This is an optimization exercise on Yosys and OpenROAD, whose aim is small area, a short achievable clock period and few clock cycles per item, not a production implementation.
RTL that was checked went through simulation tests only; none was proved equivalent to the original.
No functional check of the RTL was part of runs 1 to 3.

--- config.mk ---
export PLATFORM = sky130hd
export DESIGN_NAME = fpdiv
export DESIGN_NICKNAME = fpdiv
export VERILOG_FILES = /design/flow/design.v
export SDC_FILE = /design/flow/constraint.sdc
export NUM_CORES = 4
export LEC_CHECK = 0
export CAP_MARGIN = 20
export CORE_MARGIN = 2
export CORE_UTILIZATION = 40
export CTS_CLUSTER_DIAMETER = 120
export CTS_CLUSTER_SIZE = 25
export SLEW_MARGIN = 20
--- constraint.sdc ---
create_clock -name core_clock -period 10.0 [get_ports {clk}]
set_input_delay 2.0000 -clock core_clock [delete_from_list [all_inputs] [get_ports {clk}]]
set_output_delay 2.0000 -clock core_clock [all_outputs]
set_load 0.01 [all_outputs]
--- design.v ---
module fpdiv (
    input  wire        clk,
    input  wire        rst,           
    input  wire        in_valid,
    output wire        in_ready,
    input  wire [31:0] in_a,          
    input  wire [31:0] in_b,          
    output reg         out_valid,
    output reg  [31:0] out_result
);
    localparam integer NS = 13;       
    reg        rdy_q;                 
    reg        busy_o;                
    reg        v0;
    reg        s0;                    
    reg  [7:0] ea0, eb0;
    reg [23:0] ma0, mb0;              
    reg        az0, bz0;              
    reg signed [5:0] c0;              
    assign in_ready = ~busy_o;
    wire in_az = (in_a[30:0] == 31'd0);
    wire in_bz = (in_b[30:0] == 31'd0);
    wire in_ha = (in_a[30:23] != 8'd0);
    wire in_hb = (in_b[30:23] != 8'd0);
    wire need_a = ~ma0[23] & ~az0;
    wire need_b = ~mb0[23] & ~bz0;
    always @(posedge clk) begin
        if (rdy_q) begin
            s0  <= in_a[31] ^ in_b[31];
            ea0 <= in_a[30:23];
            eb0 <= in_b[30:23];
            ma0 <= {in_ha, in_a[22:0]};
            mb0 <= {in_hb, in_b[22:0]};
            az0 <= in_az;
            bz0 <= in_bz;
            c0  <= 6'sd0;
        end else begin
            if (need_a) ma0 <= {ma0[22:0], 1'b0};
            if (need_b) mb0 <= {mb0[22:0], 1'b0};
            c0 <= c0 + (need_b ? 6'sd1 : 6'sd0) - (need_a ? 6'sd1 : 6'sd0);
        end
    end
    wire rdy_n = rdy_q ? (~in_valid | (in_ha | in_az) & (in_hb | in_bz))
                       : (~(need_a & ~ma0[22]) & ~(need_b & ~mb0[22]));
    always @(posedge clk) begin
        if (rst) begin
            rdy_q  <= 1'b1;
            busy_o <= 1'b0;
            v0    <= 1'b0;
        end else begin
            rdy_q  <= rdy_n;
            busy_o <= ~rdy_n;
            if (rdy_q) v0 <= in_valid;
        end
    end
    wire v0_go = v0 & rdy_q;
    wire a_nan = (ea0 == 8'hFF) & (ma0[22:0] != 23'd0);
    wire b_nan = (eb0 == 8'hFF) & (mb0[22:0] != 23'd0);
    wire a_inf = (ea0 == 8'hFF) & (ma0[22:0] == 23'd0);
    wire b_inf = (eb0 == 8'hFF) & (mb0[22:0] == 23'd0);
    reg [1:0] spc1;
    always @(*) begin
        if (a_nan | b_nan | (a_inf & b_inf) | (az0 & bz0)) spc1 = 2'd3;
        else if (a_inf | bz0)                               spc1 = 2'd2;
        else if (b_inf | az0)                               spc1 = 2'd1;
        else                                                spc1 = 2'd0;
    end
    wire        a_lt_b = (ma0 < mb0);
    wire [27:0] w0 = a_lt_b ? {2'b00, ma0, 2'b00} : {3'b000, ma0, 1'b0};
    wire signed [9:0] xa = (ea0 == 8'd0) ? 10'sd1 : $signed({2'b00, ea0});
    wire signed [9:0] xb = (eb0 == 8'd0) ? 10'sd1 : $signed({2'b00, eb0});
    wire signed [9:0] e_hi = xa - xb + {{4{c0[5]}}, c0} + 10'sd127;
    localparam signed [8:0] E_INF  = 9'sd255;
    localparam signed [8:0] E_ZERO = -9'sd24;
    localparam signed [8:0] E_NAN  = 9'h100;
    reg               v1, s1, lt1;
    reg  [1:0]        spc_1;
    reg signed [9:0]  eh1;
    wire signed [9:0] e2v   = eh1 - {9'd0, lt1};
    reg signed [8:0]  ex2;
    always @(*) begin
        case (spc_1)
            2'd3:    ex2 = E_NAN;
            2'd2:    ex2 = E_INF;
            2'd1:    ex2 = E_ZERO;
            default: begin
                if (e2v > 10'sd254)       ex2 = E_INF;
                else if (e2v < -10'sd23)  ex2 = E_ZERO;
                else                      ex2 = e2v[8:0];
            end
        endcase
    end
    localparam integer NP = NS + 2;
    reg [NP-1:0]      v_p;
    reg [NP-1:0]      s_p;
    reg [9*NP-1:0]    e_p;
    reg [23*NP-1:0]   b_p;
    reg [28*NP-1:0]   w_p;            
    reg [39*NP-1:0]   qd_p;           
    wire [28*NP-1:0] w_n;
    wire [3*NP-1:0]  qd_n;
    genvar g;
    generate
        for (g = 1; g <= NS; g = g + 1) begin : st
            wire [22:0] bf  = b_p[23*g +: 23];
            wire [25:0] b1  = {2'b01, bf, 1'b0};
            wire [25:0] b2  = {1'b1, bf, 2'b00};
            wire [27:0] w   = w_p[28*g +: 28];
            wire signed [5:0] est = w[27:22];
            reg  signed [5:0] m2, m1;
            always @(*) begin
                case (bf[22:20])
                    3'd0: begin m2 = 6'sd6;  m1 = 6'sd2; end
                    3'd1: begin m2 = 6'sd7;  m1 = 6'sd3; end
                    3'd2: begin m2 = 6'sd8;  m1 = 6'sd3; end
                    3'd3: begin m2 = 6'sd9;  m1 = 6'sd3; end
                    3'd4: begin m2 = 6'sd10; m1 = 6'sd4; end
                    3'd5: begin m2 = 6'sd10; m1 = 6'sd4; end
                    3'd6: begin m2 = 6'sd11; m1 = 6'sd4; end
                    default: begin m2 = 6'sd12; m1 = 6'sd5; end
                endcase
            end
            wire        p2  = (est >= m2);
            wire        p1  = (est >= m1) & ~p2;
            wire        n2  = (est < -m2);
            wire        n1  = (est < -m1) & ~n2;
            wire        one = p1 | n1;
            wire        two = p2 | n2;
            wire        pos = p1 | p2;
            wire [25:0] y   = ((({26{one}} & b1) | ({26{two}} & b2)) ^ {26{pos}});
            wire [25:0] t   = {w[25:1], pos} + y;
            assign w_n[28*g +: 28] = {t, 2'b00};
            assign qd_n[3*g +: 3]  = {n1 | n2, two, one};
        end
    endgenerate
    integer n;
    always @(posedge clk) begin
        if (rst) v_p <= {NP{1'b0}};
        else     v_p <= {v_p[NP-2:1], v0_go, 1'b0};
        s_p[1]         <= s0;
        spc_1          <= spc1;
        lt1            <= a_lt_b;
        eh1            <= e_hi;
        b_p[23 +: 23]  <= mb0[22:0];
        w_p[28 +: 28]  <= w0;
        qd_p[39 +: 39] <= 39'd0;
        e_p[18 +: 9]   <= ex2;
        for (n = 1; n <= NS; n = n + 1) begin
            s_p[n+1]              <= s_p[n];
            if (n >= 2) e_p[9*(n+1) +: 9] <= e_p[9*n +: 9];
            b_p[23*(n+1) +: 23]   <= b_p[23*n +: 23];
            w_p[28*(n+1) +: 28]   <= w_n[28*n +: 28];
            if (n < NS) qd_p[39*(n+1) +: 39] <= {qd_p[39*n +: 36], qd_n[3*n +: 3]};
        end
    end
    wire [35:0] ld  = qd_p[39*NS +: 36];
    reg  [23:0] lpos, lneg;
    integer j;
    always @(*) begin
        for (j = 0; j < 12; j = j + 1) begin
            lpos[2*j +: 2] = ld[3*j+2] ? 2'b00 : ld[3*j +: 2];
            lneg[2*j +: 2] = ld[3*j+2] ? ld[3*j +: 2] : 2'b00;
        end
    end
    wire [24:0] qa_n = {1'b0, lpos} - {1'b0, lneg};
    reg  [24:0] qa_f;                 
    reg  [2:0]  qd_f;                 
    always @(posedge clk) begin
        qa_f <= qa_n;
        qd_f <= qd_n[3*NS +: 3];
    end
    wire [27:0] fw  = w_p[28*(NS+1) +: 28];           
    wire [27:0] fb  = {2'b01, b_p[23*(NS+1) +: 23], 3'b000};
    wire        neg = fw[27];
    wire        z0  = (fw == 28'd0);
    wire        zb  = ((fw ^ fb) == {(fw[26:0] | fb[26:0]), 1'b0});
    wire signed [3:0] dl  = qd_f[2] ? -$signed({2'b00, qd_f[1:0]}) : $signed({2'b00, qd_f[1:0]});
    wire signed [3:0] tl  = dl - {3'b000, neg};
    wire [24:0]       qam = qa_f - 25'd1;
    wire [23:0]       qv  = {(tl[3] ? qam[21:0] : qa_f[21:0]), tl[1:0]};
    wire signed [8:0] ep  = e_p[9*(NS+1) +: 9];
    wire        subn_p = ep[8] | (ep[7:0] == 8'd0);
    reg         v_e, s_e, stk_e, nan_e, inf_e;
    reg  [7:0]  e8_e;
    reg  [4:0]  sh_e;
    reg  [23:0] q_e;
    always @(posedge clk) begin
        if (rst) v_e <= 1'b0;
        else     v_e <= v_p[NS+1];
        s_e    <= s_p[NS+1];
        nan_e  <= ep[8] & ~ep[7];
        inf_e  <= (ep == E_INF);
        e8_e   <= subn_p ? 8'd0 : ep[7:0];
        sh_e   <= subn_p ? 5'd1 - ep[4:0] : 5'd0;    
        q_e    <= qv;                                  
        stk_e  <= ~(z0 | zb);
    end
    wire [24:0] x    = {1'b1, q_e};
    wire [49:0] xs   = {x, 25'd0} >> sh_e;
    wire [23:0] m    = xs[49:26];
    wire        gb   = xs[25];
    wire [24:0] lost = ~({25{1'b1}} << sh_e);
    wire        stk  = stk_e | ((x & lost) != 25'd0);
    wire        rnd  = gb & (stk | m[0]);
    wire [30:0] pk   = {e8_e, m[22:0]} + {30'd0, rnd};
    reg  [31:0] res;
    always @(*) begin
        if (nan_e)      res = 32'h7FC00000;
        else if (inf_e) res = {s_e, 8'hFF, 23'd0};
        else            res = {s_e, pk};
    end
    always @(posedge clk) begin
        if (rst) out_valid <= 1'b0;
        else     out_valid <= v_e;
        out_result <= res;
    end
endmodule
--- flow/run.sh ---
#!/bin/bash
# The standard layout, with the full adders left to abc (yosys's full-adder
# extraction, ADDER_MAP_FILE, is turned off) and timing repair aimed at a
# setup margin of 6.6 ns. All output goes to standard_flow.log here; ORFS
# keeps each step's own log under orfs/logs.
set -euo pipefail
bash standard.sh ADDER_MAP_FILE= SETUP_SLACK_MARGIN=6.6 TNS_END_PERCENT=100 finish > standard_flow.log 2>&1
--- standard.sh ---
#!/bin/bash
# synth_recipe.tcl (not shown) runs the flow's synth.tcl, then flattens the netlist and writes it again
# the make line also repeats each setting of config.mk as NAME=value (left out here)
make -C /OpenROAD-flow-scripts/flow DESIGN_CONFIG=/design/flow/config.mk WORK_HOME=/design/flow/orfs CLKGATE_MAP_FILE= SYNTH_SCRIPT=/design/flow/synth_recipe.tcl "${@:-finish}"
==> impl_metrics.yaml, run 1 <==
sta:
  fin_ws_ns: 4.20
  max-slew-margin-rel_pct: 42.1
  final_max_slew_viol_count: 0
  worst_pin_slew_ns: 0.846
  clock_skew_ns: 0.0207
  whs_ns: 0.312
  hold_viol: 0
  finalCriticalPeriod_ns: 5.80
  tns_ns: 0
  fmax_mhz: 172
  finalCritPeriodShare_pct: 58.0
  setup_viol: 0
  rsz0062_at_grt: "true"
cts:
  cts_root_buf: "clkbuf_16"
  cts_hold_buffers: 0
  numCtsBuffers: 55
  cts_tree: "done"
  cts.clk_slew.worst_paths_ns: 0.11
  clock_sinks: 1204
  clk_latency_ns: 0.70
  ctsHtreeMaxLevel: 2
  clk_path_buf_depth: 3
route:
  drt_iter0_drc: 3102
  drcViolationCount: 0
  routedWlPerCell_um: 18.3
  final_antenna_net_count: 0
  via_per_inst: 5.41
  vias: 43182
  first_pass_iters: 7
  wl_um: 146000
cells_and_area:
  final_nets: 6264
  syn_to_final_growth_pct: 33.1
  drive_gt1_share_pct: 32.6
  fillerInstances: 11358
  fin_util_pct: 53.8
  fin_cells: 7979
yosys:
  ys_async_sr_fraction_pct: 0
  synth_compound_area_share_pct: 17.4
  synth_top_family_by_area: "compound AO/OA/AOI/OAI gates"
  ys_warn_count: 1
  yosys.area_share.adder_pct: 3.66
  synthSimpleGateAreaFrac_pct: 11.7
  synth_top_area_share_pct: 42.1
  ys_seq_area_share_pct: 45.8
  synth_xor_area_share_pct: 15.5
  syn-cell-area_um2: 54100
  yosysUniqueCellTypes: 120
  synth_commonest_cells: "dfxtp_1, xnor2_1, nor2_1, nand2_1, xor2_1"
  yosysMostFrequentCell: "dfxtp_1"
  yosysTopAreaCell: "dfxtp_1"
  syn_avg_cell_area_um2: 9.86
  ys.flop_type: "dfxtp_1"
  netlist_instances: 5481
  synthTopCellsByArea: "dfxtp_1, xnor2_1, xor2_1"
  synthMuxAreaShare_pct: 2.83
  ys_seq_elements: 1204
  syn_nets: 5548
  synth-edff-count: 67
floorplanning:
  dieArea_um2: 138000
  fp.dieW_um: 372
  core_area_um2: 134000
  die_height_um: 372
  rows: 134
  start_util_pct: 40.4
  io_pins: 101
global_routing:
  grt_pass1_vias: 40976
  grt-ovfl-total: 0
  grt_max_degree: 69
  grt_first_pass_wirelength_um: 223000
  grtUsageTotal_pct: 19.8
  antenna_found_initial: 2
worst_setup_path:
  required_ns: 10.60
  worst_r2r_path_depth: 22
  cp_max_fo: 13
  setup.worst_path.class: "flip-flop to flip-flop"
  start_kind: "flip-flop"
  cp-end-kind: "flip-flop"
  arrival_ns: 6.41
hold_path:
  hold_path_class: "flip-flop to flip-flop"
  whs_path_depth: 0
run_status:
  status: "finished clean"
placed_design:
  post-place-ws_ns: 3.26
  place_congestion: 0.844
  port_buffers: 100
  dp.cells: 7150
  hpwl_um: 92900
job:
  drv_cap: 0
## metal layers
metal / global-route usage [%] / vias to the layer above / routed length (um) / part of all wire, %
met2: 34.5 / 1155 / 71900 / 49
met5: 0 / - / 0 / 0
met4: 5.02 / 0 / 3530 / 2.4
li1: - / 20871 / - / -
met3: 2.14 / 233 / 6290 / 4.3
met1: 26.0 / 20923 / 64200 / 44
## cell families (layout without fill, tap and decap cells)
logic type / after synthesis / in the layout
AO/OA/AOI/OAI: 1323 / 1329
AND/OR/NAND/NOR: 1275 / 1278
other: 0 / 1
buffers and inverters: 419 / 1139
flip-flops: 1204 / 1204
multiplexers: 117 / 117
XOR/XNOR: 950 / 950
adder cells (fa/ha/maj): 193 / 193
## worst paths after layout
kind / to / start / slack (ns)
worst max register to register: w_p[34] / mb0[0] / 4.20
worst min register to register: s_p[7] / s_p[6] / 0.31
worst max-delay path: w_p[34] / mb0[0] / 4.20
worst min-delay path: s_p[7] / s_p[6] / 0.31
## metrics by stage
stage	instance area [um^2]
2_1_floorplan	56300
3_3_place_gp	58300
3_5_place_dp	58300
4_1_cts	67500
5_1_grt	72000
6_report	72000
## repair_timing
| action | 4_1_cts | 5_1_grt |
|---|---|---|
| pin swaps | 402 | 408 |
| gates resized for setup | 822 | 496 |
| cloned | 30 | 1 |
| endpoints found under the setup margin | 358 | 294 |
| setup buffers | 463 | 264 |
## layout by cell type, fill, tap and decap left out, drive strengths merged, types with 41 or more instances in the layout
master         count
nor2b             69
or3               44
a21oi            199
buf              761
dfxtp           1137
clkbuf            68
a22oi            222
nor2             319
and2             113
xor2             250
nor3              93
xnor2            697
o31ai             50
edfxtp            67
nor4              57
clkdlybuf4s50     66
inv              186
mux2              59
nand2b            55
a211oi            63
nand2            316
a21o              45
a221oi            41
nand3             65
a31oi             69
maj3             193
o21ai            241
## layout make-up
class | count | area (um^2) | share of cell area [%]
Tap cell | 1768 | 2210 | 3.07
Inverter | 187 | 749 | 1.04
Multi-Input combinational cell | 3867 | 33700 | 46.9
Timing Repair inverter | 4 | 25.0 | 0.0348
Clock buffer | 65 | 1470 | 2.04
Timing Repair Buffer | 878 | 8640 | 12.0
Clock inverter | 5 | 75.1 | 0.104
Sequential cell | 1204 | 25100 | 34.8
Antenna cell | 1 | 2.50 | 0.00348
## registers in the layout (all words and copies together), names as in the netlist, 2 cells and up
signal / cells
e8_e: 8
c0: 6
spc_1: 2
eb0: 8
eh1: 10
v_p: 14
b_p: 322
qd_p: 165
out_result: 32
s_p: 14
mb0: 24
qd_f: 3
e_p: 117
ea0: 8
w_p: 350
q_e: 24
sh_e: 5
ld: 33
ma0: 24
qa_f: 22
## worst max-delay path, cell delays in order (launching register included)
cell	delay, ns
edfxtp_1	0.43
inv_1	0.08
o21ai_0	0.17
a31oi_1	0.11
maj3_2	0.32
maj3_2	0.29
maj3_2	0.31
maj3_2	0.31
maj3_2	0.32
o221ai_2	0.15
a21oi_1	0.09
maj3_2	0.31
maj3_2	0.29
maj3_2	0.31
a31oi_1	0.14
a21oi_1	0.07
maj3_2	0.32
maj3_2	0.31
maj3_2	0.31
maj3_2	0.37
o21ai_4	0.17
buf_12	0.17
mux2_2	0.34
==> run 2: changes to the inputs <==
--- a/config.mk
+++ b/config.mk
@@ -5,6 +5,7 @@
 export SDC_FILE = /design/flow/constraint.sdc
 export NUM_CORES = 4
 export LEC_CHECK = 0
+export ABC_AREA = 1
 export CAP_MARGIN = 20
 export CORE_MARGIN = 2
 export CORE_UTILIZATION = 40
==> impl_metrics.yaml, run 2 <==
worst_setup_path:
  setup.worst_path.class: "input port to flip-flop"
  arrival_ns: 3.95
  worstPathCellList: "clkdlybuf4s50_1 -> or3_4 -> nor4_4 -> buf_4 -> nand2_2 -> nor3_2 -> o22ai_1 -> nand3_1 -> o311ai_0 -> nand2_1 -> inv_1"
  cp_max_fo: 2
  cp_top_family: "simple AND/OR/NAND/NOR gates"
  slowest_delay_ns: 0.42
  critical_path.slowest_cell: "clkdlybuf4s50_1"
  required_ns: 10.61
  cp_num_buf_inv: 3
  cp-end-kind: "flip-flop"
  start_kind: "input port"
global_routing:
  grt_pass1_vias: 59144
  grtUsageTotal_pct: 23.2
  antenna_found_initial: 7
  grt-ovfl-total: 0
  grt_max_degree: 94
  grt_first_pass_wirelength_um: 319000
yosys:
  yosysTopAreaCell: "dfxtp_1"
  synth_commonest_cells: "nand2_1, inv_1, dfxtp_1, nand3_1, nor2_1"
  yosysUniqueCellTypes: 70
  syn_nets: 10813
  syn-cell-area_um2: 67000
  synthSimpleGateAreaFrac_pct: 42.3
  synth-edff-count: 67
  synthTopCellsByArea: "dfxtp_1, nand2_1, nand3_1"
  yosys.area_share.adder_pct: 0.0149
  synth_top_family_by_area: "simple AND/OR/NAND/NOR gates"
  synth_compound_area_share_pct: 7.41
  ys_warn_count: 1
  synth_xor_area_share_pct: 3.55
  syn_avg_cell_area_um2: 6.24
  yosysMostFrequentCell: "nand2_1"
  ys.flop_type: "dfxtp_1"
  netlist_instances: 10746
  synthMuxAreaShare_pct: 0.119
  ys_async_sr_fraction_pct: 0
  synth_top_area_share_pct: 34.0
  ys_seq_elements: 1204
  ys_seq_area_share_pct: 37.0
sta:
  max-slew-margin-rel_pct: 43.6
  hold_viol: 0
  tns_ns: 0
  worst_pin_slew_ns: 0.846
  setup_viol: 0
  finalCriticalPeriod_ns: 3.34
  rsz0062_at_grt: "true"
  final_max_slew_viol_count: 0
  finalCritPeriodShare_pct: 33.4
  fmax_mhz: 300
  clock_skew_ns: 0.0305
cells_and_area:
  layout_common_cells: "nand2_1, inv_1, dfxtp_1"
  drive_gt1_share_pct: 6.64
  final_nets: 10875
  regMostFlops: "w_p"
  fin_util_pct: 44.1
  layout_commonest_cell: "nand2_1"
  largest_register_ffs: 350
  reg.largest.list: "w_p: 350 flops, b_p: 322 flops, qd_p: 165 flops"
  syn_to_final_growth_pct: 9.67
cts:
  cts.clk_slew.worst_paths_ns: 0.10
  clk_path_buf_depth: 3
  cts_root_buf: "clkbuf_16"
  numCtsBuffers: 57
  clock_sinks: 1204
  cts_hold_buffers: 0
  ctsHtreeMaxLevel: 2
  cts_tree: "done"
  clk_latency_ns: 0.71
route:
  wl_met1_um: 99400
  wl_met3_um: 10700
  final_antenna_net_count: 0
  via_per_inst: 5.04
  routedWlPerCell_um: 16.2
  wl_um: 211000
  top_layer: "met4"
  vias: 65720
  routed-wl-met2_um: 96100
  first_pass_iters: 9
  drcViolationCount: 0
  drt_iter0_drc: 5293
job:
  drv_cap: 0
placed_design:
  hpwl_um: 166000
  place_congestion: 0.939
  port_buffers: 100
hold_path:
  hold_path_class: "flip-flop to flip-flop"
floorplanning:
  dieArea_um2: 171000
  rows: 150
  die_height_um: 413
  core_area_um2: 167000
  fp.dieW_um: 413
  start_util_pct: 40.2
  io_pins: 101
run_status:
  status: "finished clean"
-- run 2: cell count changes after synthesis, sizes merged, moves of 69 or more --
cell	change
nand4	+142
and2	-106
clkbuf	-98
a21oi	+171
a22oi	-216
nor2b	-69
xor2	-86
xnor2	-589
nor2	+641
o21ai	+117
nand3	+1004
inv	+1241
nand2	+4046
maj3	-192
-- run 2: area by class of cell --
class                   count  area (um^2)
fillers                 17563        93300
repair inverters            3         20.0
inverters                1430         5430
flip-flops and latches   1204        24900
well taps                2204         2760
repair buffers            160         1690
diodes                      1         2.50
clock buffers              72         1580
multi-input cells        7952        37000
clock inverters            11          158
-- run 2: path summary, 6_finish.rpt --
check / end / slack [ns] / from / cells after the start
hold / removal: qd_p[201] / 0.32 / qd_p[159] / 0
setup reg to reg: w_p[136] / 6.76 / b_p[91] / 21
setup / recovery: busy_o / 6.66 / in_a[23] / 11
hold reg to reg: qd_p[201] / 0.32 / qd_p[159] / 0
-- run 2: metal layers --
layer,vias up,track usage (%)
met4,0,5.48
met1,30015,32.1
met3,220,2.51
met5,-,0
met2,1669,38.7
li1,33816,-
-- run 2: cell families after synthesis --
family / Yosys count
compound gates: 888
xor+xnor: 272
fa+ha+maj: 1
buf+inv: 1606
flops: 1204
mux: 8
simple gates: 6767
-- run 2: worst reg2reg max path: stages (launching register included) --
cell	delay [ns]
dfxtp_4	0.43
inv_2	0.09
nand2_2	0.07
nand2_1	0.06
nand3_1	0.08
nand3b_1	0.12
a21oi_4	0.22
buf_12	0.21
nand2_2	0.17
o21ai_4	0.20
buf_4	0.18
nand2_1	0.07
nand2_1	0.11
nand2_1	0.06
nand3_1	0.10
nand2_2	0.13
nor2_4	0.17
nand3_1	0.14
nor2_1	0.16
nand3_1	0.18
nand4_1	0.14
nand2_1	0.05
-- run 2: what timing repair did --
| item | CTS | global route |
|---|---|---|
| gates cloned | 4 | 21 |
| endpoints found under the hold margin | 0 | 0 |
| resized for setup | 136 | 289 |
| pin swaps | 2 | 29 |
| setup endpoints to repair | 298 | 271 |
| setup buffers | 7 | 32 |
-- run 2: metrics by stage --
step           hold slack, ns  area (um^2)  setup WS [ns]  std cells
2_1_floorplan           0.310        67000           6.67      10746
3_3_place_gp            0.310        69800           5.42      12889
3_5_place_dp            0.312        69800           5.49      12889
4_1_cts                 0.325        71900           6.60      12983
5_1_grt                 0.332        73500           6.55      13036
6_report                0.322        73500           6.66      13037
==> run 3: changes to the inputs <==
--- a/design.v
+++ b/design.v
@@ -148,7 +148,7 @@
         for (n = 1; n <= NS; n = n + 1) begin
             s_p[n+1]              <= s_p[n];
             if (n >= 2) e_p[9*(n+1) +: 9] <= e_p[9*n +: 9];
-            b_p[23*(n+1) +: 23]   <= b_p[23*n +: 23];
+            if (n < NS) b_p[23*(n+1) +: 23] <= b_p[23*n +: 23];
             w_p[28*(n+1) +: 28]   <= w_n[28*n +: 28];
             if (n < NS) qd_p[39*(n+1) +: 39] <= {qd_p[39*n +: 36], qd_n[3*n +: 3]};
         end
@@ -170,10 +170,8 @@
         qd_f <= qd_n[3*NS +: 3];
     end
     wire [27:0] fw  = w_p[28*(NS+1) +: 28];           
-    wire [27:0] fb  = {2'b01, b_p[23*(NS+1) +: 23], 3'b000};
     wire        neg = fw[27];
     wire        z0  = (fw == 28'd0);
-    wire        zb  = ((fw ^ fb) == {(fw[26:0] | fb[26:0]), 1'b0});
     wire signed [3:0] dl  = qd_f[2] ? -$signed({2'b00, qd_f[1:0]}) : $signed({2'b00, qd_f[1:0]});
     wire signed [3:0] tl  = dl - {3'b000, neg};
     wire [24:0]       qam = qa_f - 25'd1;
@@ -193,7 +191,7 @@
         e8_e   <= subn_p ? 8'd0 : ep[7:0];
         sh_e   <= subn_p ? 5'd1 - ep[4:0] : 5'd0;    
         q_e    <= qv;                                  
-        stk_e  <= ~(z0 | zb);
+        stk_e  <= ~z0;
     end
     wire [24:0] x    = {1'b1, q_e};
     wire [49:0] xs   = {x, 25'd0} >> sh_e;
==> flow/run.sh (replaced) <==
#!/bin/bash
# The standard layout, with the full adders left to abc (yosys's full-adder
# extraction, ADDER_MAP_FILE, is turned off) and timing repair aimed at a
# setup margin of 6.7 ns. All output goes to standard_flow.log here; ORFS
# keeps each step's own log under orfs/logs.
set -euo pipefail
bash standard.sh ADDER_MAP_FILE= SETUP_SLACK_MARGIN=6.7 TNS_END_PERCENT=100 finish > standard_flow.log 2>&1
--- a/config.mk
+++ b/config.mk
@@ -10,5 +10,5 @@
 export CORE_MARGIN = 2
 export CORE_UTILIZATION = 40
 export CTS_CLUSTER_DIAMETER = 120
-export CTS_CLUSTER_SIZE = 25
+export CTS_CLUSTER_SIZE = 27
 export SLEW_MARGIN = 20
==> impl_metrics.yaml, run 3 <==
run_status:
  status: "finished clean"
placed_design:
  port_buffers: 100
  post-place-ws_ns: 5.44
  hpwl_um: 165000
  place_congestion: 0.933
  dp.cells: 12968
sta:
  setup_viol: 0
  rsz0062_at_grt: "true"
  finalCritPeriodShare_pct: 32.5
  fmax_mhz: 307
  final_max_slew_viol_count: 0
  finalCriticalPeriod_ns: 3.25
  worst_pin_slew_ns: 0.837
  fin_ws_ns: 6.75
  clock_skew_ns: 0.0368
  tns_ns: 0
  hold_viol: 0
  max-slew-margin-rel_pct: 43.7
yosys:
  ys_seq_elements: 1181
  synth-edff-count: 67
  ys_seq_area_share_pct: 36.6
  synth_compound_area_share_pct: 6.44
  yosysMostFrequentCell: "nand2_1"
  synthTopCellsByArea: "dfxtp_1, nand2_1, nand3_1"
  ys_warn_count: 1
  synth_top_family_by_area: "simple AND/OR/NAND/NOR gates"
  syn-cell-area_um2: 66500
  synth_commonest_cells: "nand2_1, inv_1, nand3_1, dfxtp_1, nor2_1"
  ys.flop_type: "dfxtp_1"
  ys_async_sr_fraction_pct: 0
  synthSimpleGateAreaFrac_pct: 43.4
  yosysTopAreaCell: "dfxtp_1"
  syn_nets: 10905
  syn_avg_cell_area_um2: 6.13
  synth_xor_area_share_pct: 3.45
  yosys.area_share.adder_pct: 0.0151
  yosysUniqueCellTypes: 63
  synthMuxAreaShare_pct: 0.0904
  synth_top_area_share_pct: 33.6
  netlist_instances: 10838
route:
  final_antenna_net_count: 0
  drcViolationCount: 0
  wl_um: 212000
  drt_iter0_drc: 5497
  first_pass_iters: 6
  vias: 66185
  routedWlPerCell_um: 16.1
  via_per_inst: 5.03
cells_and_area:
  regMostFlops: "w_p"
  layout_commonest_cell: "nand2_1"
  final_nets: 11024
  drive_gt1_share_pct: 7.38
  largest_register_ffs: 350
  fin_cells: 13168
  fin_util_pct: 44.9
  seqCellArea_um2: 24500
  fillerInstances: 17434
  syn_to_final_growth_pct: 11.5
  reg.largest.list: "w_p: 350 flops, b_p: 299 flops, qd_p: 165 flops"
  layout_common_cells: "nand2_1, inv_1, nand3_1"
  multi_input_area_um2: 37100
worst_setup_path:
  critical_path.slowest_cell: "clkdlybuf4s50_1"
  arrival_ns: 3.87
  cp_num_buf_inv: 2
  setup.worst_path.class: "input port to flip-flop"
  start_kind: "input port"
  cp_top_family: "simple AND/OR/NAND/NOR gates"
  cp_max_fo: 2
  required_ns: 10.61
  worstPathCellList: "clkdlybuf4s50_1 -> or3_4 -> nor4_4 -> nand2_2 -> nor3_4 -> o22ai_2 -> nand3_1 -> o311ai_1 -> nand2_1 -> inv_1"
  cp-end-kind: "flip-flop"
  slowest_delay_ns: 0.44
floorplanning:
  core_area_um2: 165000
  io_pins: 101
  dieArea_um2: 169000
  start_util_pct: 40.3
  rows: 149
  fp.dieW_um: 412
  die_height_um: 412
global_routing:
  grt_max_degree: 118
  antenna_found_initial: 12
  grt_pass1_vias: 60080
  grtUsageTotal_pct: 23.4
  grt_first_pass_wirelength_um: 321000
  grt-ovfl-total: 0
cts:
  clk_latency_ns: 0.70
  clock_sinks: 1181
  clk_path_buf_depth: 3
  cts.clk_slew.worst_paths_ns: 0.11
  cts_root_buf: "clkbuf_16"
  ctsHtreeMaxLevel: 2
  numCtsBuffers: 54
  cts_tree: "done"
job:
  drv_cap: 0
hold_path:
  hold_path_class: "flip-flop to flip-flop"
-- run 3: kinds of logic after synthesis --
| kind of cell | count (synthesis) |
|---|---|
| AOI/OAI and AO/OA | 774 |
| xor gates and xnor gates | 262 |
| adders and majority gates | 1 |
| buffers and inverters | 1677 |
| DFF | 1181 |
| muxes | 6 |
| and+or+nand+nor | 6937 |
-- run 3: worst reg2reg max path: cells and delay by family (launching register included) --
kind	cells	cell delay [ns]
flops	1	0.33
simple gates	4	0.41
buf+inv	5	0.90
xor+xnor	1	0.25
compound gates	4	1.19
-- run 3: path summary, 6_finish.rpt --
check                           startpoint              to  slack [ns]  cells past startpoint
worst max-delay path              in_a[27]          busy_o        6.75                     10
worst min-delay path             qd_p[281]       qd_p[323]        0.32                      0
worst max register to register     sh_e[1]  out_result[22]        6.84                     14
worst min register to register   qd_p[281]       qd_p[323]        0.32                      0
-- run 3: through the flow --
step / hold WS, ns / instance area [um^2]
floorplan: 0.310 / 66500
global placement: 0.310 / 69300
detailed placement: 0.312 / 69300
CTS: 0.323 / 71700
global route: 0.322 / 74100
finish: 0.319 / 74100
-- run 3: per-layer routing --
layer | up-vias | global-route usage [%] | share of wire, %
met1 | 30034 | 30.8 | 45
met3 | 303 | 2.41 | 5.3
met2 | 1759 | 40.4 | 47
met4 | 2 | 6.70 | 2.9
met5 | - | 0 | 0.0085
li1 | 34087 | - | -
-- run 3: layout make-up --
cell class | instances | share of cell area (%)
multi-input cells | 8002 | 50.1
flip-flops and latches | 1181 | 33.1
inverters | 1499 | 7.68
well taps | 2189 | 3.70
repair buffers | 209 | 3.14
clock buffers | 64 | 1.92
clock inverters | 13 | 0.250
repair inverters | 10 | 0.0980
diodes | 1 | 0.00338
-- run 3: repair_timing --
action                     in CTS  in global routing
setup endpoints to repair     335                272
hold endpoints to repair        0                  0
gates resized for setup       261                384
setup buffers                  16                 62
pin swaps                       4                 49
hold buffers                    0                  0
gates cloned                   15                 28
==> run 4: changes to the inputs <==
--- a/design.v
+++ b/design.v
@@ -121,9 +121,9 @@
                 endcase
             end
             wire        p2  = (est >= m2);
-            wire        p1  = (est >= m1) & ~p2;
-            wire        n2  = (est < -m2);
-            wire        n1  = (est < -m1) & ~n2;
+            wire        p1  = (g == 1) ? ~p2 : (est >= m1) & ~p2;
+            wire        n2  = (g == 1) ? 1'b0 : (est < -m2);
+            wire        n1  = (g == 1) ? 1'b0 : (est < -m1) & ~n2;
             wire        one = p1 | n1;
             wire        two = p2 | n2;
             wire        pos = p1 | p2;
--- a/config.mk
+++ b/config.mk
@@ -8,7 +8,7 @@
 export ABC_AREA = 1
 export CAP_MARGIN = 20
 export CORE_MARGIN = 2
-export CORE_UTILIZATION = 40
+export CORE_UTILIZATION = 70
 export CTS_CLUSTER_DIAMETER = 120
 export CTS_CLUSTER_SIZE = 27
 export SLEW_MARGIN = 20
==> impl_metrics.yaml, run 4 <==
run_status:
  status: "finished clean"
worst_setup_path:
  setup.worst_path.class: "flip-flop to flip-flop"
  required_ns: 10.62
  cp_max_fo: 6
  arrival_ns: 3.91
  start_kind: "flip-flop"
  cp-end-kind: "flip-flop"
cells_and_area:
  layout_commonest_cell: "nand2_1"
  fin_area_um2: 70000
  fillerInstances: 7290
  final_nets: 10614
  largest_register_ffs: 350
  syn_to_final_growth_pct: 7.33
  layout_common_cells: "nand2_1, inv_1, dfxtp_1"
  drive_gt1_share_pct: 5.29
  regMostFlops: "w_p"
  reg.largest.list: "w_p: 350 flops, b_p: 299 flops, qd_p: 165 flops"
cts:
  cts_root_buf: "clkbuf_16"
  clock_sinks: 1181
  clk_latency_ns: 0.71
  ctsHtreeMaxLevel: 2
  cts.clk_slew.worst_paths_ns: 0.11
  clk_path_buf_depth: 3
  cts_tree: "done"
  numCtsBuffers: 50
sta:
  fin_ws_ns: 6.71
  finalCritPeriodShare_pct: 32.9
  finalCriticalPeriod_ns: 3.29
  fmax_mhz: 304
  clock_skew_ns: 0.0404
  rsz0062_at_grt: "true"
  setup_viol: 0
  max-slew-margin-rel_pct: 25.5
  final_max_slew_viol_count: 0
  hold_viol: 0
  tns_ns: 0
  worst_pin_slew_ns: 1.12
floorplanning:
  fp.dieW_um: 309
  die_height_um: 309
  start_util_pct: 70.9
  core_area_um2: 91900
  dieArea_um2: 95600
  rows: 111
  io_pins: 101
route:
  drcViolationCount: 0
  first_pass_iters: 10
  via_per_inst: 5.81
  wl_um: 200000
  final_antenna_net_count: 0
  drt_iter0_drc: 8089
  vias: 68600
  routedWlPerCell_um: 16.9
global_routing:
  grt_pass1_vias: 62263
  grt_max_degree: 118
  grtUsageTotal_pct: 38.8
  grt-ovfl-total: 0
  antenna_found_initial: 2
  grt_first_pass_wirelength_um: 304000
yosys:
  ys_seq_elements: 1181
  synth-edff-count: 67
  syn_avg_cell_area_um2: 6.20
  syn_nets: 10578
  ys_warn_count: 1
  synthTopCellsByArea: "dfxtp_1, nand2_1, nand3_1"
  yosysTopAreaCell: "dfxtp_1"
  synth_top_area_share_pct: 34.2
  syn-cell-area_um2: 65200
  netlist_instances: 10511
  ys.flop_type: "dfxtp_1"
  ys_async_sr_fraction_pct: 0
  ys_seq_area_share_pct: 37.3
  synth_commonest_cells: "nand2_1, inv_1, dfxtp_1, nand3_1, nor2_1"
  yosysMostFrequentCell: "nand2_1"
  yosysUniqueCellTypes: 67
placed_design:
  place_congestion: 1.02
  post-place-ws_ns: 5.82
  place_area_um2: 66800
  port_buffers: 100
  hpwl_um: 149000
job:
  drv_cap: 0
hold_path:
  hold_path_class: "flip-flop to flip-flop"
[run 4: cell count changes after synthesis, moves of 10 or more]
| cell | change |
|---|---|
| nand2_1 | -314 |
| nor2_1 | +126 |
| inv_1 | -124 |
| nand3_1 | -102 |
| o21ai_0 | +50 |
| a21oi_1 | +48 |
| nand2_2 | -20 |
| nor2_2 | -17 |
| nor3_1 | +17 |
| nand3b_1 | +11 |
| o21a_1 | +10 |
| xor2_1 | +10 |
[run 4: logic make-up after synthesis]
family | Yosys count | synth area share, %
XOR/XNOR | 269 | 3.61
multiplexers | 3 | 0.0461
AO/OA/AOI/OAI | 857 | 7.18
adder cells (fa/ha/maj) | 1 | 0.0154
AND/OR/NAND/NOR | 6651 | 42.3
buffers and inverters | 1549 | 9.50
flip-flops | 1181 | 37.3
[run 4: repair_timing]
action | CTS | global route
endpoints found under the hold margin | 0 | 0
hold buffers | 0 | 0
setup buffers | 13 | 17
pin swaps | 14 | 27
gates resized for setup | 154 | 320
endpoints found under the setup margin | 316 | 308
cloned | 6 | 20
[run 4: path summary, 6_finish.rpt]
path / from / to / slack (ns) / depth (start not counted)
worst min-delay path: qd_p[318] / qd_p[360] / 0.31 / 0
worst max-delay path: w_p[246] / w_p[264] / 6.71 / 22
worst min register to register: qd_p[318] / qd_p[360] / 0.31 / 0
worst max register to register: w_p[246] / w_p[264] / 6.71 / 22
[run 4: layer usage]
metal	up-vias	part of all wire, %	GRT usage, %
met1	30815	38	46.8
met4	2	6.1	20.2
li1	33103	-	-
met2	3756	47	67.5
met3	924	8.6	4.99
met5	-	0.0055	0
[run 4: cell type report]
type / count / area [um^2] / share of cell area (%)
multi-input cells: 7802 / 36000 / 51.4
flip-flops and latches: 1181 / 24500 / 35.0
inverters: 1365 / 5180 / 7.40
well taps: 1243 / 1560 / 2.22
repair buffers: 143 / 1360 / 1.94
clock buffers: 56 / 1280 / 1.83
clock inverters: 5 / 131 / 0.188
repair inverters: 4 / 30.0 / 0.0429
diodes: 3 / 7.51 / 0.0107
[run 4: critical path, stage by stage, from the launching register on]
cell and delay, ns:
dfxtp_1 0.43, inv_1 0.17, nor2_1 0.17, o21ai_1 0.13, nand2_1 0.11, nand2_1 0.07
nand2_1 0.10, nand2_2 0.12, nand2_4 0.19, nand2_8 0.11, and2_1 0.19, nor2_2 0.17
nand3_1 0.16, nand2_1 0.09, nand2_1 0.10, inv_1 0.14, nand2_1 0.08, nand2_2 0.11
nand2_1 0.08, nand2_2 0.13, nand2_1 0.07, nand2_1 0.07, xor2_1 0.22
[run 4: per-stage QoR]
| step | hold slack (ns) | util, % | std cells |
|---|---|---|---|
| 3_5_place_dp | 0.312 | 72.6 | 11681 |
| 3_3_place_gp | 0.310 | 72.6 | 11681 |
| 6_report | 0.306 | 76.1 | 11802 |
| 4_1_cts | 0.300 | 74.6 | 11761 |
| 5_1_grt | 0.316 | 76.1 | 11799 |
| 2_1_floorplan | 0.310 | - | 10511 |
Testbench counts of run 4, summed over its fixed seeds: cycles 8,136, items 8,000.
==> run 5: changes to the inputs <==
--- a/config.mk
+++ b/config.mk
@@ -8,7 +8,7 @@
 export ABC_AREA = 1
 export CAP_MARGIN = 20
 export CORE_MARGIN = 2
-export CORE_UTILIZATION = 70
+export CORE_UTILIZATION = 50
 export CTS_CLUSTER_DIAMETER = 120
 export CTS_CLUSTER_SIZE = 27
 export SLEW_MARGIN = 20
==> impl_metrics.yaml, run 5 <==
placed_design:
  dp.cells: 12183
  hpwl_um: 156000
  port_buffers: 100
  place_congestion: 0.975
global_routing:
  antenna_found_initial: 11
  grtUsageTotal_pct: 28.2
  grt_pass1_vias: 57685
  grt_max_degree: 118
  grt_first_pass_wirelength_um: 304000
  grt-ovfl-total: 0
sta:
  final_max_slew_viol_count: 0
  finalCritPeriodShare_pct: 32.8
  setup_viol: 0
  max-slew-margin-rel_pct: 43.5
  worst_pin_slew_ns: 0.847
  fmax_mhz: 305
  clock_skew_ns: 0.0476
  rsz0062_at_grt: "true"
  finalCriticalPeriod_ns: 3.28
  hold_viol: 0
  whs_ns: 0.321
  tns_ns: 0
yosys:
  synthTopCellsByArea: "dfxtp_1, nand2_1, nand3_1"
  yosysMostFrequentCell: "nand2_1"
  yosys.area_share.adder_pct: 0.0154
  synth_commonest_cells: "nand2_1, inv_1, dfxtp_1, nand3_1, nor2_1"
  synth_top_area_share_pct: 34.2
  ys.flop_type: "dfxtp_1"
  synth_xor_area_share_pct: 3.61
  syn_avg_cell_area_um2: 6.20
  syn-cell-area_um2: 65200
  ys_seq_elements: 1181
  synth-edff-count: 67
  ys_seq_area_share_pct: 37.3
  ys_async_sr_fraction_pct: 0
  synthSimpleGateAreaFrac_pct: 42.3
  yosysUniqueCellTypes: 67
  netlist_instances: 10511
  syn_nets: 10578
  synth_top_family_by_area: "simple AND/OR/NAND/NOR gates"
  synthMuxAreaShare_pct: 0.0461
  yosysTopAreaCell: "dfxtp_1"
  synth_compound_area_share_pct: 7.18
  ys_warn_count: 1
hold_path:
  hold_path_class: "flip-flop to flip-flop"
  whs_path_depth: 0
floorplanning:
  dieArea_um2: 133000
  fp.dieW_um: 365
  rows: 132
  start_util_pct: 50.3
  die_height_um: 365
  core_area_um2: 129000
  io_pins: 101
job:
  drv_cap: 0
cells_and_area:
  fin_cells: 12337
  syn_to_final_growth_pct: 8.77
  reg.largest.list: "w_p: 350 flops, b_p: 299 flops, qd_p: 165 flops"
  layout_common_cells: "nand2_1, inv_1, dfxtp_1"
  final_nets: 10625
  regMostFlops: "w_p"
  fillerInstances: 13222
  layout_commonest_cell: "nand2_1"
  largest_register_ffs: 350
  drive_gt1_share_pct: 5.69
worst_setup_path:
  setup.worst_path.class: "input port to flip-flop"
  start_kind: "input port"
  cp_max_fo: 2
  cp-end-kind: "flip-flop"
  arrival_ns: 3.92
  worst_r2r_path_depth: 19
  required_ns: 10.64
route:
  final_antenna_net_count: 0
  routedWlPerCell_um: 16.1
  vias: 64576
  drcViolationCount: 0
  via_per_inst: 5.23
  drt_iter0_drc: 5303
  wl_um: 199000
  first_pass_iters: 11
cts:
  cts_root_buf: "clkbuf_16"
  clk_path_buf_depth: 3
  ctsHtreeMaxLevel: 2
  clk_latency_ns: 0.72
  cts_hold_buffers: 0
  numCtsBuffers: 52
  cts.clk_slew.worst_paths_ns: 0.11
  clock_sinks: 1181
  cts_tree: "done"
run_status:
  status: "finished clean"
[run 5: cell type report]
type / instances / area [um^2] / share of cell area (%)
timing repair inverter: 4 / 30.0 / 0.0423
tap: 1742 / 2180 / 3.07
antenna: 18 / 45.0 / 0.0635
timing repair buffer: 151 / 1450 / 2.04
multi-input combinational: 7803 / 36000 / 50.7
sequential: 1181 / 24500 / 34.5
clock inverter: 15 / 246 / 0.348
clock buffer: 58 / 1330 / 1.88
inverter: 1365 / 5190 / 7.32
[run 5: path summary, 6_finish.rpt]
path / startpoint / end / slack, ns
hold / removal: qd_p[326] / qd_p[368] / 0.32
setup / recovery: in_b[14] / busy_o / 6.72
hold reg to reg: qd_p[326] / qd_p[368] / 0.32
setup reg to reg: b_p[229] / w_p[292] / 6.78
[run 5: metrics by stage]
stage	util (%)	worst slack (ns)	instance area [um^2]
finish	54.8	6.72	70900
floorplan	-	6.72	65200
global placement	52.1	5.89	67400
global route	54.8	6.65	70900
detailed placement	52.1	5.91	67400
CTS	53.5	6.70	69200
[run 5: kinds of logic (layout without fill, tap and decap cells)]
| group | count (synthesis) | after routing |
|---|---|---|
| simple gates | 6651 | 6670 |
| buf+inv | 1549 | 1593 |
| flops | 1181 | 1181 |
| compound gates | 857 | 860 |
| xor+xnor | 269 | 269 |
| mux | 3 | 3 |
| fa+ha+maj | 1 | 1 |
| other cells | 0 | 18 |
[run 5: layer usage]
| layer | GRT usage, % | wire [um] | up-vias |
|---|---|---|---|
| met5 | 0 | 0 | - |
| met4 | 10.0 | 6600 | 0 |
| met3 | 2.49 | 9880 | 318 |
| met2 | 48.5 | 94200 | 1769 |
| met1 | 36.8 | 88400 | 29347 |
| li1 | - | - | 33142 |
[run 5: repair_timing]
action | 4_1_cts | 5_1_grt
pin swaps | 4 | 35
setup endpoints to repair | 314 | 270
resized for setup | 233 | 309
cloned | 7 | 21
setup buffers | 6 | 28
[run 5: worst max-delay path: stages]
cell and delay, ns:
clkdlybuf4s50_1 0.42, nor4_1 0.43, nand4_1 0.31, nor3_1 0.35, o22ai_2 0.11, nand3_1 0.08
o311ai_1 0.09, nand2_1 0.10, inv_1 0.04
==> run 6: changes to the inputs <==
--- a/config.mk
+++ b/config.mk
@@ -8,7 +8,7 @@
 export ABC_AREA = 1
 export CAP_MARGIN = 20
 export CORE_MARGIN = 2
-export CORE_UTILIZATION = 50
+export CORE_UTILIZATION = 62
 export CTS_CLUSTER_DIAMETER = 120
 export CTS_CLUSTER_SIZE = 27
 export SLEW_MARGIN = 20
==> impl_metrics.yaml, run 6 <==
run_status:
  status: "finished clean"
placed_design:
  port_buffers: 100
  dp.cells: 11819
  place_congestion: 1.01
  hpwl_um: 150000
yosys:
  synth-edff-count: 67
  synth_commonest_cells: "nand2_1, inv_1, dfxtp_1, nand3_1, nor2_1"
  syn_nets: 10578
  ys_seq_elements: 1181
  ys_warn_count: 1
  synthSimpleGateAreaFrac_pct: 42.3
  syn_avg_cell_area_um2: 6.20
  ys_seq_area_share_pct: 37.3
  synthMuxAreaShare_pct: 0.0461
  synth_xor_area_share_pct: 3.61
  netlist_instances: 10511
  yosysUniqueCellTypes: 67
  syn-cell-area_um2: 65200
  synthTopCellsByArea: "dfxtp_1, nand2_1, nand3_1"
  yosysTopAreaCell: "dfxtp_1"
  synth_top_area_share_pct: 34.2
  synth_compound_area_share_pct: 7.18
  yosys.area_share.adder_pct: 0.0154
  synth_top_family_by_area: "simple AND/OR/NAND/NOR gates"
  yosysMostFrequentCell: "nand2_1"
  ys.flop_type: "dfxtp_1"
  ys_async_sr_fraction_pct: 0
route:
  first_pass_iters: 7
  drcViolationCount: 0
  wl_um: 194000
  via_per_inst: 5.54
  final_antenna_net_count: 0
  vias: 66097
  routedWlPerCell_um: 16.2
  drt_iter0_drc: 6338
cells_and_area:
  drive_gt1_share_pct: 5.20
  reg.largest.list: "w_p: 350 flops, b_p: 299 flops, qd_p: 165 flops"
  fin_cells: 11939
  largest_register_ffs: 350
  regMostFlops: "w_p"
  syn_to_final_growth_pct: 7.50
  layout_common_cells: "nand2_1, inv_1, dfxtp_1"
  layout_commonest_cell: "nand2_1"
  final_nets: 10611
  fin_util_pct: 67.4
cts:
  cts_root_buf: "clkbuf_16"
  ctsHtreeMaxLevel: 2
  cts.clk_slew.worst_paths_ns: 0.12
  clk_path_buf_depth: 3
  cts_tree: "done"
  clk_latency_ns: 0.71
  clock_sinks: 1181
  numCtsBuffers: 50
sta:
  clock_skew_ns: 0.0275
  fmax_mhz: 307
  setup_viol: 0
  worst_pin_slew_ns: 1.03
  max-slew-margin-rel_pct: 30.8
  finalCriticalPeriod_ns: 3.25
  tns_ns: 0
  hold_viol: 0
  finalCritPeriodShare_pct: 32.5
  rsz0062_at_grt: "true"
  final_max_slew_viol_count: 0
job:
  drv_cap: 0
worst_setup_path:
  cp_num_buf_inv: 1
  cp_max_fo: 1
  start_kind: "flip-flop"
  arrival_ns: 1.25
  cp-end-kind: "output pin"
  required_ns: 8.00
  worstPathCellList: "clkdlybuf4s15_1"
  setup.worst_path.class: "flip-flop to output pin"
  cp_top_family: "flip-flops"
  slowest_delay_ns: 0.32
  critical_path.slowest_cell: "dfxtp_1"
global_routing:
  grt_first_pass_wirelength_um: 296000
  grt_pass1_vias: 59119
  met3_usage_pct: 3.20
  grtUsageTotal_pct: 33.6
  grt-ovfl-total: 0
  grt_use_met1_pct: 42.4
  grt_max_degree: 118
  grt_use_met2_pct: 58.2
  antenna_found_initial: 6
  grt_most_used_layer: "met2"
floorplanning:
  start_util_pct: 62.7
  core_area_um2: 104000
  fp.dieW_um: 328
  dieArea_um2: 108000
  die_height_um: 328
  io_pins: 101
  rows: 118
hold_path:
  hold_path_class: "flip-flop to flip-flop"
[run 6: cell counts after synthesis]
No cell type changed its count.
[run 6: kinds of logic (layout without fill, tap and decap cells)]
| family | count (synthesis) | count (layout) |
|---|---|---|
| compound gates | 857 | 859 |
| xor+xnor | 269 | 269 |
| fa+ha+maj | 1 | 1 |
| buf+inv | 1549 | 1575 |
| flops | 1181 | 1181 |
| mux | 3 | 3 |
| other cells | 0 | 2 |
| simple gates | 6651 | 6669 |
[run 6: routing by layer]
metal  wire (um)  vias up
met1       79500    29830
met4        9060        4
li1            -    33060
met3       12800      562
met5          26        -
met2       92100     2641
[run 6: cell type report]
cell class | count | area, um^2
multi-input combinational | 7801 | 35800
fill | 9424 | 33900
sequential | 1181 | 24500
inverter | 1365 | 5200
tap | 1380 | 1730
timing repair buffer | 142 | 1450
clock buffer | 58 | 1290
clock inverter | 7 | 97.6
timing repair inverter | 3 | 22.5
antenna | 2 | 5.00
[run 6: repair_timing]
action                     in CTS  in global routing
hold buffers                    0                  0
buffers inserted                3                 23
pin swaps                       3                 33
setup endpoints to repair     307                277
gates resized for setup       161                297
cloned                          6                 20
[run 6: metrics by stage]
step                hold slack (ns)  setup WS (ns)  cell area [um^2]
finish                        0.307           6.75             70100
floorplan                     0.310           6.72             65200
global placement              0.310           5.86             67000
CTS                           0.312           6.70             68700
detailed placement            0.312           5.83             67000
global route                  0.325           6.56             70100
[run 6: final timing paths]
path / start / end / slack, ns / cells after the start
setup / recovery: out_result[3] / out_result[3] / 6.75 / 1
hold reg to reg: e_p[67] / e_p[76] / 0.31 / 0
setup reg to reg: w_p[108] / w_p[130] / 6.78 / 18
hold / removal: e_p[67] / e_p[76] / 0.31 / 0
==> run 7: changes to the inputs <==
--- a/config.mk
+++ b/config.mk
@@ -8,7 +8,7 @@
 export ABC_AREA = 1
 export CAP_MARGIN = 20
 export CORE_MARGIN = 2
-export CORE_UTILIZATION = 62
+export CORE_UTILIZATION = 55
 export CTS_CLUSTER_DIAMETER = 120
 export CTS_CLUSTER_SIZE = 27
 export SLEW_MARGIN = 20
==> impl_metrics.yaml, run 7 <==
yosys:
  ys_seq_area_share_pct: 37.3
  ys_async_sr_fraction_pct: 0
  synth_commonest_cells: "nand2_1, inv_1, dfxtp_1, nand3_1, nor2_1"
  yosysMostFrequentCell: "nand2_1"
  synth_top_area_share_pct: 34.2
  syn_nets: 10578
  ys.flop_type: "dfxtp_1"
  ys_warn_count: 1
  yosysTopAreaCell: "dfxtp_1"
  synth-edff-count: 67
  syn-cell-area_um2: 65200
  netlist_instances: 10511
  syn_avg_cell_area_um2: 6.20
  ys_seq_elements: 1181
  yosysUniqueCellTypes: 67
  synthTopCellsByArea: "dfxtp_1, nand2_1, nand3_1"
floorplanning:
  core_area_um2: 118000
  rows: 126
  start_util_pct: 55.4
  fp.dieW_um: 348
  io_pins: 101
  dieArea_um2: 121000
  die_height_um: 348
cells_and_area:
  final_nets: 10624
  regMostFlops: "w_p"
  syn_to_final_growth_pct: 8.54
  layout_commonest_cell: "nand2_1"
  largest_register_ffs: 350
  reg.largest.list: "w_p: 350 flops, b_p: 299 flops, qd_p: 165 flops"
  layout_common_cells: "nand2_1, inv_1, dfxtp_1"
  drive_gt1_share_pct: 5.71
  fin_util_pct: 60.1
  diodes: 0
worst_setup_path:
  critical_path.slowest_cell: "dfxtp_1"
  slowest_delay_ns: 0.32
  worstPathCellList: "clkdlybuf4s15_1"
  cp_max_fo: 1
  cp_num_buf_inv: 1
  cp_top_family: "flip-flops"
  start_kind: "flip-flop"
  arrival_ns: 1.24
  cp-end-kind: "output pin"
  required_ns: 8.00
  setup.worst_path.class: "flip-flop to output pin"
route:
  via_per_inst: 5.35
  wl_um: 197000
  vias: 64837
  routedWlPerCell_um: 16.3
  final_antenna_net_count: 0
  drcViolationCount: 0
  drt_iter0_drc: 5403
  first_pass_iters: 8
sta:
  fmax_mhz: 309
  setup_viol: 0
  rsz0062_at_grt: "true"
  hold_viol: 0
  tns_ns: 0
  finalCritPeriodShare_pct: 32.4
  clock_skew_ns: 0.0320
  worst_pin_slew_ns: 1.06
  max-slew-margin-rel_pct: 29.3
  finalCriticalPeriod_ns: 3.24
  final_max_slew_viol_count: 0
placed_design:
  place_congestion: 0.979
  hpwl_um: 154000
  port_buffers: 100
global_routing:
  grt_pass1_vias: 58597
  grt-ovfl-total: 0
  grt_first_pass_wirelength_um: 301000
  antenna_found_initial: 12
  grt_max_degree: 117
  grtUsageTotal_pct: 30.5
cts:
  cts_tree: "done"
  clock_sinks: 1181
  cts_hold_buffers: 0
  cts.clk_slew.worst_paths_ns: 0.11
  cts_root_buf: "clkbuf_16"
  numCtsBuffers: 51
  clk_path_buf_depth: 3
  clk_latency_ns: 0.72
  ctsHtreeMaxLevel: 2
hold_path:
  hold_path_class: "flip-flop to flip-flop"
job:
  drv_cap: 0
run_status:
  status: "finished clean"
run 7: cell counts after synthesis:
No cell type changed its count.
run 7: final timing paths:
kind                 startpoint             to  slack, ns  cells past startpoint
setup reg to reg       w_p[163]       w_p[190]       6.85                     17
setup / recovery  out_result[2]  out_result[2]       6.76                      1
hold / removal        qd_p[390]      qd_p[432]       0.32                      0
hold reg to reg       qd_p[390]      qd_p[432]       0.32                      0
run 7: logic make-up (layout without fill, tap and decap cells):
group	after synthesis	in the layout	share of synthesized area, %
AO/OA/AOI/OAI	857	859	7.18
XOR/XNOR	269	269	3.61
adder cells (fa/ha/maj)	1	1	0.0154
buffers and inverters	1549	1593	9.50
flip-flops	1181	1181	37.3
multiplexers	3	3	0.0461
AND/OR/NAND/NOR	6651	6667	42.3
run 7: through the flow:
step,worst slack [ns],hold slack [ns],std cells,area (um^2)
2_1_floorplan,6.72,0.310,10511,65200
3_3_place_gp,5.90,0.310,11975,67200
3_5_place_dp,5.86,0.312,11975,67200
4_1_cts,6.70,0.325,12061,69100
5_1_grt,6.64,0.320,12109,70800
6_report,6.76,0.316,12109,70800
run 7: layout make-up:
type                            instances  area (um^2)
Sequential cell                      1181        24500
Fill cell                           11397        47000
Inverter                             1365         5190
Clock buffer                           61         1340
Timing Repair inverter                  3         20.0
Timing Repair Buffer                  156         1590
Multi-Input combinational cell       7799        36100
Clock inverter                          8          151
Tap cell                             1536         1920
run 7: routing by layer:
metal	vias up	track usage (%)	wire length, um
li1	33083	-	-
met5	-	0	27
met4	4	11.6	8290
met2	2042	52.8	92700
met3	426	3.23	11700
met1	29282	38.9	84200
run 7: repair_timing:
action | CTS | global route
gates resized for setup | 189 | 339
setup endpoints to repair | 319 | 292
setup buffers | 11 | 29
gates cloned | 6 | 19
pin swaps | 3 | 32
==> run 8: changes to the inputs <==
==> flow/run.sh (replaced) <==
#!/bin/bash
# The standard layout, with the full adders left to abc (yosys's full-adder
# extraction, ADDER_MAP_FILE, is turned off) and timing repair aimed at a
# setup margin of 6.85 ns. All output goes to standard_flow.log here; ORFS
# keeps each step's own log under orfs/logs.
set -euo pipefail
bash standard.sh ADDER_MAP_FILE= SETUP_SLACK_MARGIN=6.85 TNS_END_PERCENT=100 finish > standard_flow.log 2>&1
==> impl_metrics.yaml, run 8 <==
sta:
  finalCriticalPeriod_ns: 3.19
  hold_viol: 0
  final_max_slew_viol_count: 0
  finalCritPeriodShare_pct: 31.9
  clock_skew_ns: 0.0411
  setup_viol: 0
  max-slew-margin-rel_pct: 42.4
  fin_ws_ns: 6.81
  fmax_mhz: 314
  tns_ns: 0
  rsz0062_at_grt: "true"
  worst_pin_slew_ns: 0.864
yosys:
  ys.flop_type: "dfxtp_1"
  yosysMostFrequentCell: "nand2_1"
  synthTopCellsByArea: "dfxtp_1, nand2_1, nand3_1"
  synth_commonest_cells: "nand2_1, inv_1, dfxtp_1, nand3_1, nor2_1"
  ys_warn_count: 1
  yosys.area_share.adder_pct: 0.0154
  syn-cell-area_um2: 65200
  synth_xor_area_share_pct: 3.61
  ys_seq_elements: 1181
  synthSimpleGateAreaFrac_pct: 42.3
  yosysUniqueCellTypes: 67
  synth-edff-count: 67
  yosysTopAreaCell: "dfxtp_1"
  syn_avg_cell_area_um2: 6.20
  synth_top_area_share_pct: 34.2
  ys_seq_area_share_pct: 37.3
  ys_async_sr_fraction_pct: 0
  synth_compound_area_share_pct: 7.18
  netlist_instances: 10511
  synth_top_family_by_area: "simple AND/OR/NAND/NOR gates"
  syn_nets: 10578
  synthMuxAreaShare_pct: 0.0461
floorplanning:
  fp.dieW_um: 348
  dieArea_um2: 121000
  rows: 126
  io_pins: 101
  die_height_um: 348
  core_area_um2: 118000
  start_util_pct: 55.4
cells_and_area:
  layout_common_cells: "nand2_1, inv_1, dfxtp_1"
  final_nets: 10708
  fin_area_um2: 73000
  drive_gt1_share_pct: 9.36
  layout_commonest_cell: "nand2_1"
  fillerInstances: 11248
  reg.largest.list: "w_p: 350 flops, b_p: 299 flops, qd_p: 165 flops"
  regMostFlops: "w_p"
  syn_to_final_growth_pct: 11.9
  multi_input_area_um2: 37500
  largest_register_ffs: 350
  seqCellArea_um2: 24500
worst_setup_path:
  critical_path.slowest_cell: "dfxtp_1"
  arrival_ns: 1.19
  slowest_delay_ns: 0.33
  setup.worst_path.class: "flip-flop to output pin"
  cp_top_family: "flip-flops"
  r2r_slack_ns: 6.90
  start_kind: "flip-flop"
  cp_max_fo: 1
  cp-end-kind: "output pin"
  required_ns: 8.00
  worstPathCellList: "inv_1 -> buf_6"
  cp_num_buf_inv: 2
cts:
  clk_path_buf_depth: 3
  cts_hold_buffers: 0
  ctsHtreeMaxLevel: 2
  cts.clk_slew.worst_paths_ns: 0.11
  clock_sinks: 1181
  clk_latency_ns: 0.72
  cts_root_buf: "clkbuf_16"
  cts_tree: "done"
  numCtsBuffers: 51
route:
  drt_iter0_drc: 5709
  drcViolationCount: 0
  first_pass_iters: 9
  vias: 66167
  routedWlPerCell_um: 16.7
  wl_um: 204000
  final_antenna_net_count: 0
  via_per_inst: 5.43
global_routing:
  grt_pass1_vias: 59736
  antenna_found_initial: 11
  grt_max_degree: 118
  grtUsageTotal_pct: 31.2
  grt_first_pass_wirelength_um: 308000
  grt-ovfl-total: 0
placed_design:
  post-place-ws_ns: 5.81
  place_area_um2: 67200
  port_buffers: 100
  hpwl_um: 155000
  place_congestion: 0.986
hold_path:
  hold_path_class: "flip-flop to flip-flop"
run_status:
  status: "finished clean"
job:
  drv_cap: 0
## run 8: metal layers
metal	track usage, %	wire, um	vias to the layer above
met5	0	12	-
met4	11.9	8450	2
met3	3.21	12100	431
met2	53.9	96600	2225
met1	40.1	86700	30213
li1	-	-	33296
## run 8: kinds of logic after synthesis
family                   after synthesis
AND/OR/NAND/NOR                     6651
XOR/XNOR                             269
AO/OA/AOI/OAI                        857
flip-flops                          1181
multiplexers                           3
buffers and inverters               1549
adder cells (fa/ha/maj)                1
## run 8: cell type report
class | count | share of cell area, %
flip-flops and latches | 1181 | 33.6
multi-input cells | 7809 | 51.4
clock inverters | 11 | 0.220
clock buffers | 58 | 1.79
diodes | 3 | 0.0103
inverters | 1365 | 7.14
repair inverters | 3 | 0.0309
well taps | 1536 | 2.63
repair buffers | 230 | 3.11
## run 8: repair_timing
action	in CTS	in global routing
gates cloned	16	22
resized for setup	336	683
pin swaps	17	102
endpoints found under the hold margin	0	0
setup buffers	18	94
endpoints found under the setup margin	332	320
## run 8: final timing paths
path               end  cells past startpoint  startpoint
min reg2reg  qd_p[408]                      0   qd_p[366]
max           in_ready                      2      busy_o
min          qd_p[408]                      0   qd_p[366]
max reg2reg   w_p[139]                     20    w_p[108]
## run 8: metrics by stage
step	util, %	hold slack, ns	std cells
5_1_grt	61.9	0.329	12193
3_5_place_dp	57.0	0.312	11973
2_1_floorplan	-	0.310	10511
3_3_place_gp	57.0	0.309	11973
4_1_cts	58.9	0.325	12076
6_report	61.9	0.318	12196

-- re-timing with driven ports --
The results above use ideal ports. As a check the final layouts listed here were re-extracted and re-timed, cells and wires unchanged.
Step 1, drivers: a clkbuf_16 drives clk and a buf_2 each remaining input, both assumed.
Step 2, shift: input delay + t, output delay - t, t = (earliest + latest rising clock arrival at the registers) / 2. This alone moves slack from input paths to output paths.
a / b / c = ideal ports / drivers / drivers and shift; a / b = the first two.
run	t, ns	setup slack, ns	worst setup path after step 2	latest minus earliest clock arrival (ns)
run 1	0.766	4.195 / 4.195 / 4.195	register to register	0.035 / 0.035
run 2	0.780	6.662 / 6.604 / 5.943	input to register	0.042 / 0.042
run 3	0.768	6.748 / 6.683 / 6.035	input to register	0.044 / 0.044
run 4	0.769	6.707 / 6.642 / 6.089	input to register	0.056 / 0.056
run 5	0.780	6.722 / 6.706 / 5.995	input to register	0.059 / 0.059
run 6	0.777	6.746 / 6.673 / 6.073	input to register	0.039 / 0.038
run 7	0.776	6.762 / 6.688 / 6.085	input to register	0.035 / 0.034
run 8	0.782	6.812 / 6.737 / 6.141	input to register	0.049 / 0.049
After both steps setup and hold are still met in every run listed. For run 5, which loses most, drivers alone change the setup slack by -0.016 ns; drivers and shift together by -0.727 ns.
